From an optimization exercise on the open Yosys and OpenROAD flow, aimed at small area, a short achievable clock period and few clock cycles per item; shortcuts taken in it are not production practice.
Power figures rest on the tool's default switching activity, not on a simulated workload.

## P
==> flow/design.v <==
module fds_decoder (
    input  wire        clk,
    input  wire        rst,           
    input  wire [7:0]  cfg_q_t0,      
    input  wire [7:0]  cfg_q_t1,      
    input  wire [7:0]  cfg_q_t2,      
    input  wire [7:0]  cfg_q_t3,      
    input  wire [15:0] cfg_min_gap,   
    input  wire        in_valid,
    output wire        in_ready,
    input  wire [7:0]  in_data,
    output reg         out_valid,
    input  wire        out_ready,
    output reg  [1:0]  out_kind,
    output wire [31:0] out_data,
    output wire [31:0] out_pos
);
    localparam [1:0] K_DATA     = 2'd0;
    localparam [1:0] K_BLOCK_OK = 2'd1;
    localparam [1:0] K_BAD_CRC  = 2'd2;
    localparam [1:0] K_MISMATCH = 2'd3;
    localparam [1:0] P_TYPE = 2'd0, P_DATA = 2'd1, P_CRCLO = 2'd2, P_CRCHI = 2'd3;
    localparam [15:0] CRC_START = 16'h8080;
    function [15:0] crc_bit;
        input [15:0] reg_in;
        input        b;
        reg   [16:0] r;
        begin
            r = {b, reg_in};
            if (r[0]) r = r ^ 17'h10810;
            crc_bit = r[16:1];
        end
    endfunction
    reg [1:0] sym_in;
    always @* begin
        if      (in_data < cfg_q_t0) sym_in = 2'd3;
        else if (in_data < cfg_q_t1) sym_in = 2'd0;
        else if (in_data < cfg_q_t2) sym_in = 2'd1;
        else if (in_data < cfg_q_t3) sym_in = 2'd2;
        else                         sym_in = 2'd3;
    end
    reg       q_v0;           
    reg       q_nf;           
    reg [1:0] q_s0, q_s1;     
    assign in_ready = q_nf;
    wire push = in_valid && q_nf;
    wire can  = !out_valid || out_ready;
    wire pop  = q_v0 && can;
    wire [1:0] s = q_s0;
    always @(posedge clk) begin
        if (!q_v0 || (pop && q_nf)) q_s0 <= sym_in;
        else if (pop)               q_s0 <= q_s1;
        if (q_nf)                   q_s1 <= sym_in;
        if (rst) begin
            q_v0 <= 1'b0;
            q_nf <= 1'b1;
        end else begin
            q_v0 <= push || !q_nf || (q_v0 && !pop);
            q_nf <= !((!q_nf && !pop) || (q_v0 && push && !pop));
        end
    end
    reg        in_block;
    reg        prev;          
    reg [1:0]  phase;         
    reg [2:0]  bitcnt;        
    reg [15:0] cnt;           
    reg [16:0] sr;            
    reg [15:0] crc;
    reg        mismatch;
    reg [1:0]  stage;         
    reg [15:0] size;
    reg [31:0] pos;           
    reg [31:0] e_pos;         
    wire two  = prev && (s[0] ^ s[1]);
    wire b0   = prev ? (s == 2'd0) : (s == 2'd1);
    wire b1   = s[1] && !s[0];
    wire npr  = two ? b1 : b0;
    wire cnt_z = (cnt == 16'd0);
    wire cnt_1 = (cnt == 16'd1);
    wire last_bit = (phase == P_CRCHI) && (bitcnt == 3'd7);
    wire take2 = two && !last_bit;
    wire done0 = (bitcnt == 3'd7);
    wire done1 = take2 && (bitcnt == 3'd6);
    wire bdone = done0 || done1;
    wire g0 = !phase[1];
    wire g1 = done0 ? ((phase == P_TYPE && !cnt_z) || (phase == P_DATA && !cnt_1)) : !phase[1];
    wire [15:0] crc1 = crc_bit(crc, b0 & g0);
    wire [15:0] crc2 = crc_bit(crc1, b1 & g1);
    wire [15:0] crc_n = take2 ? crc2 : crc1;
    wire [16:0] sr_n = take2 ? {b1, b0, sr[16:2]} : {b0, sr[16:1]};
    wire [7:0]  byte_n = done1 ? {b1, b0, sr[16:11]} : {b0, sr[16:10]};
    wire [7:0]  exp_type = {5'd0, stage == 2'd3, stage[0] ^ stage[1], !stage[0]};
    wire        mis1 = ({b1, b0, sr[16:11]} != exp_type);
    wire        mis0 = ({b0, sr[16:10]} != exp_type);
    wire        mis_n = done1 ? mis1 : mis0;
    wire [15:0] z1 = crc_bit(crc, 1'b0);
    wire [15:0] z2 = crc_bit(z1, 1'b0);
    wire        ok1 = ({b0, sr[16:2]} == z1);
    wire        ok2 = ({b1, b0, sr[16:3]} == z2);
    wire        ok_n = take2 ? ok2 : ok1;
    reg [15:0] blk_cnt;
    always @* begin
        case (stage)
            2'd0: blk_cnt = 16'd55;
            2'd1: blk_cnt = 16'd1;
            2'd2: blk_cnt = 16'd15;
            default: blk_cnt = size;
        endcase
    end
    wire [15:0] cnt_dec = cnt - 16'd1;
    always @(posedge clk) begin
        if (pop) begin
            if (!in_block) begin
                prev   <= 1'b1;
                phase  <= P_TYPE;
                bitcnt <= 3'd0;
                crc    <= CRC_START;
                if (s == 2'd1 && cnt_z) begin
                    in_block <= 1'b1;
                    e_pos    <= pos;
                    cnt      <= blk_cnt;
                end else if (s == 2'd0) begin
                    if (!cnt_z) cnt <= cnt_dec;
                end else begin
                    cnt <= cfg_min_gap;
                end
            end else begin
                prev   <= npr;
                sr     <= sr_n;
                crc    <= crc_n;
                bitcnt <= bitcnt + {1'b0, take2, !take2};
                if (bdone) begin
                    case (phase)
                        P_TYPE: begin
                            mismatch <= mis_n;
                            phase    <= cnt_z ? P_CRCLO : P_DATA;
                        end
                        P_DATA: begin
                            cnt <= cnt_dec;
                            if (cnt_1) phase <= P_CRCLO;
                            if (!mismatch && stage == 2'd2 && cnt[15:2] == 14'd0 && cnt[1])
                                size <= {byte_n, size[15:8]};
                        end
                        P_CRCLO: phase <= P_CRCHI;
                        default: begin
                            in_block <= 1'b0;
                            cnt      <= cfg_min_gap;
                            if (!mismatch)
                                stage <= (stage == 2'd3) ? 2'd2 : stage + 2'd1;
                        end
                    endcase
                end
            end
        end
        if (rst) begin
            in_block <= 1'b0;
            cnt      <= cfg_min_gap;
            stage    <= 2'd0;
        end
    end
    always @(posedge clk) begin
        if (rst)
            pos <= 32'd0;
        else if (pop)
            pos <= pos + 32'd1;
    end
    wire rec_n = pop && in_block && bdone &&
                 (phase == P_TYPE || (phase == P_DATA && !mismatch) ||
                  (phase == P_CRCHI && !mismatch));
    reg r_end;                
    reg r_b0;                 
    reg r_b1;                 
    reg r_mis;                
    always @(posedge clk) begin
        if (rst)
            out_valid <= 1'b0;
        else if (rec_n)
            out_valid <= 1'b1;
        else if (out_ready)
            out_valid <= 1'b0;
        if (rec_n) begin
            r_end <= (phase == P_CRCHI);
            r_b0  <= (phase != P_CRCHI) && !(take2 && done0);
            r_b1  <= (phase != P_CRCHI) && (take2 && done0);
            r_mis <= (phase == P_TYPE) && mis_n;
            case (phase)
                P_TYPE:  out_kind <= mis_n ? K_MISMATCH : K_DATA;
                P_DATA:  out_kind <= K_DATA;
                default: out_kind <= ok_n ? K_BLOCK_OK : K_BAD_CRC;
            endcase
        end
    end
    assign out_data[7:0]   = ({8{r_end}} & crc[7:0]) | ({8{r_b0}} & sr[16:9]) | ({8{r_b1}} & sr[15:8]);
    assign out_data[15:8]  = ({8{r_end}} & crc[15:8]) | ({8{r_mis}} & exp_type);
    assign out_data[31:16] = {16{r_end}} & sr[16:1];
    assign out_pos = e_pos;
endmodule
==> flow/config.mk <==
export PLATFORM = sky130hd
export DESIGN_NAME = fds_decoder
export DESIGN_NICKNAME = fds_decoder
export VERILOG_FILES = /design/flow/design.v
export SDC_FILE = /design/flow/constraint.sdc
export NUM_CORES = 4
export LEC_CHECK = 0
export ABC_AREA = 1
export CAP_MARGIN = 20
export CORE_MARGIN = 2
export CORE_UTILIZATION = 40
export CTS_BUF_LIST = sky130_fd_sc_hd__clkbuf_4 sky130_fd_sc_hd__clkbuf_8
export CTS_CLUSTER_DIAMETER = 60
export CTS_CLUSTER_SIZE = 30
export SLEW_MARGIN = 20
==> flow/constraint.sdc <==
create_clock -name core_clock -period 10.0 [get_ports {clk}]
set_input_delay 2.0000 -clock core_clock [delete_from_list [all_inputs] [get_ports {clk}]]
set_output_delay 2.0000 -clock core_clock [all_outputs]
set_load 0.01 [all_outputs]
run.sh (not shown) runs the stock make flow with config.mk's settings and CLKGATE_MAP_FILE= SYNTH_SCRIPT=/design/flow/synth_recipe.tcl, a recipe that flattens the netlist after the stock synthesis.
Every stage of the flow completed for P, and the final layout passed the timing, design-rule and antenna checks.
[inputs] Q vs P
diff --git a/flow/config.mk b/flow/config.mk
--- a/flow/config.mk
+++ b/flow/config.mk
@@ -7,3 +7,2 @@
 export LEC_CHECK = 0
-export ABC_AREA = 1
 export CAP_MARGIN = 20
Results
Part of the power in the clock network (higher): Q
Q ended up with a lower number of vias after detailed routing than P did.
Across both runs, setup slack was higher for Q than for P.
For P, the cell at the slowest stage of the critical path was sky130_fd_sc_hd__edfxtp_1, unlike Q, where it was sky130_fd_sc_hd__ha_1.
Delta(wire length per cell, Q - P) > 0
The following lists how R was set up differently from Q:
==> flow/flow/run.sh (new file) <==
#!/bin/bash
set -euo pipefail
bash standard.sh \
  "BUFFER_PORTS_ARGS=-buffer_cell sky130_fd_sc_hd__buf_1" \
  "SETUP_SLACK_MARGIN=${FLOW_SETUP_MARGIN:-6.5}" \
  finish > standard_finish.log 2>&1
==> flow/standard.sh (new file) <==
#!/bin/bash
# synth_recipe.tcl (not shown) runs the flow's synth.tcl, then flattens the netlist and writes it again
# the make line also repeats each setting of config.mk as NAME=value (left out here)
make -C /OpenROAD-flow-scripts/flow DESIGN_CONFIG=/design/flow/config.mk WORK_HOME=/design/flow/orfs CLKGATE_MAP_FILE= SYNTH_SCRIPT=/design/flow/synth_recipe.tcl "${@:-finish}"
removed: flow/run.sh
Findings:
- In R the combinational cell fraction of total power turned out 0.3 points lower than in Q.
- Final area: R and Q compared, lower one is R
- Comparing the two runs side by side, R comes out ahead of Q on overall power after layout.
- Between R and Q, period utilization is lower for R, Q comes in above that.
No functional check of the RTL was part of any run of this note.

==> static timing again, ports no longer ideal <==
No port has a modelled driver above. Below, the same layouts with a new extraction and two added sets of constraints.
Step 1 assumes that a clkbuf_16 drives the clock port and a buf_2 every other input.
Step 2, shift: input delay + t, output delay - t, t = (earliest + latest rising clock arrival at the registers) / 2. This alone moves slack from input paths to output paths.
Three values: ideal ports, drivers, drivers and shift; two values: the first two.
| run | shift t [ns] | setup WS [ns] | worst register clock-pin slew, ns | worst data-port slew with drivers (ns) | cell pins on the clock port's net |
|---|---|---|---|---|---|
| P | 0.498 | 5.500 / 5.456 / 5.505 | 0.09 / 0.09 | 0.05 | 1 |
| Q | 0.487 | 5.531 / 5.487 / 5.323 | 0.08 / 0.08 | 0.05 | 1 |
| R | 0.507 | 6.352 / 6.308 / 6.177 | 0.11 / 0.11 | 0.05 | 1 |
After both steps setup and hold are still met in every run listed. The setup slack of Q, which loses most, moves by -0.044 ns with the drivers and by -0.208 ns with both steps.
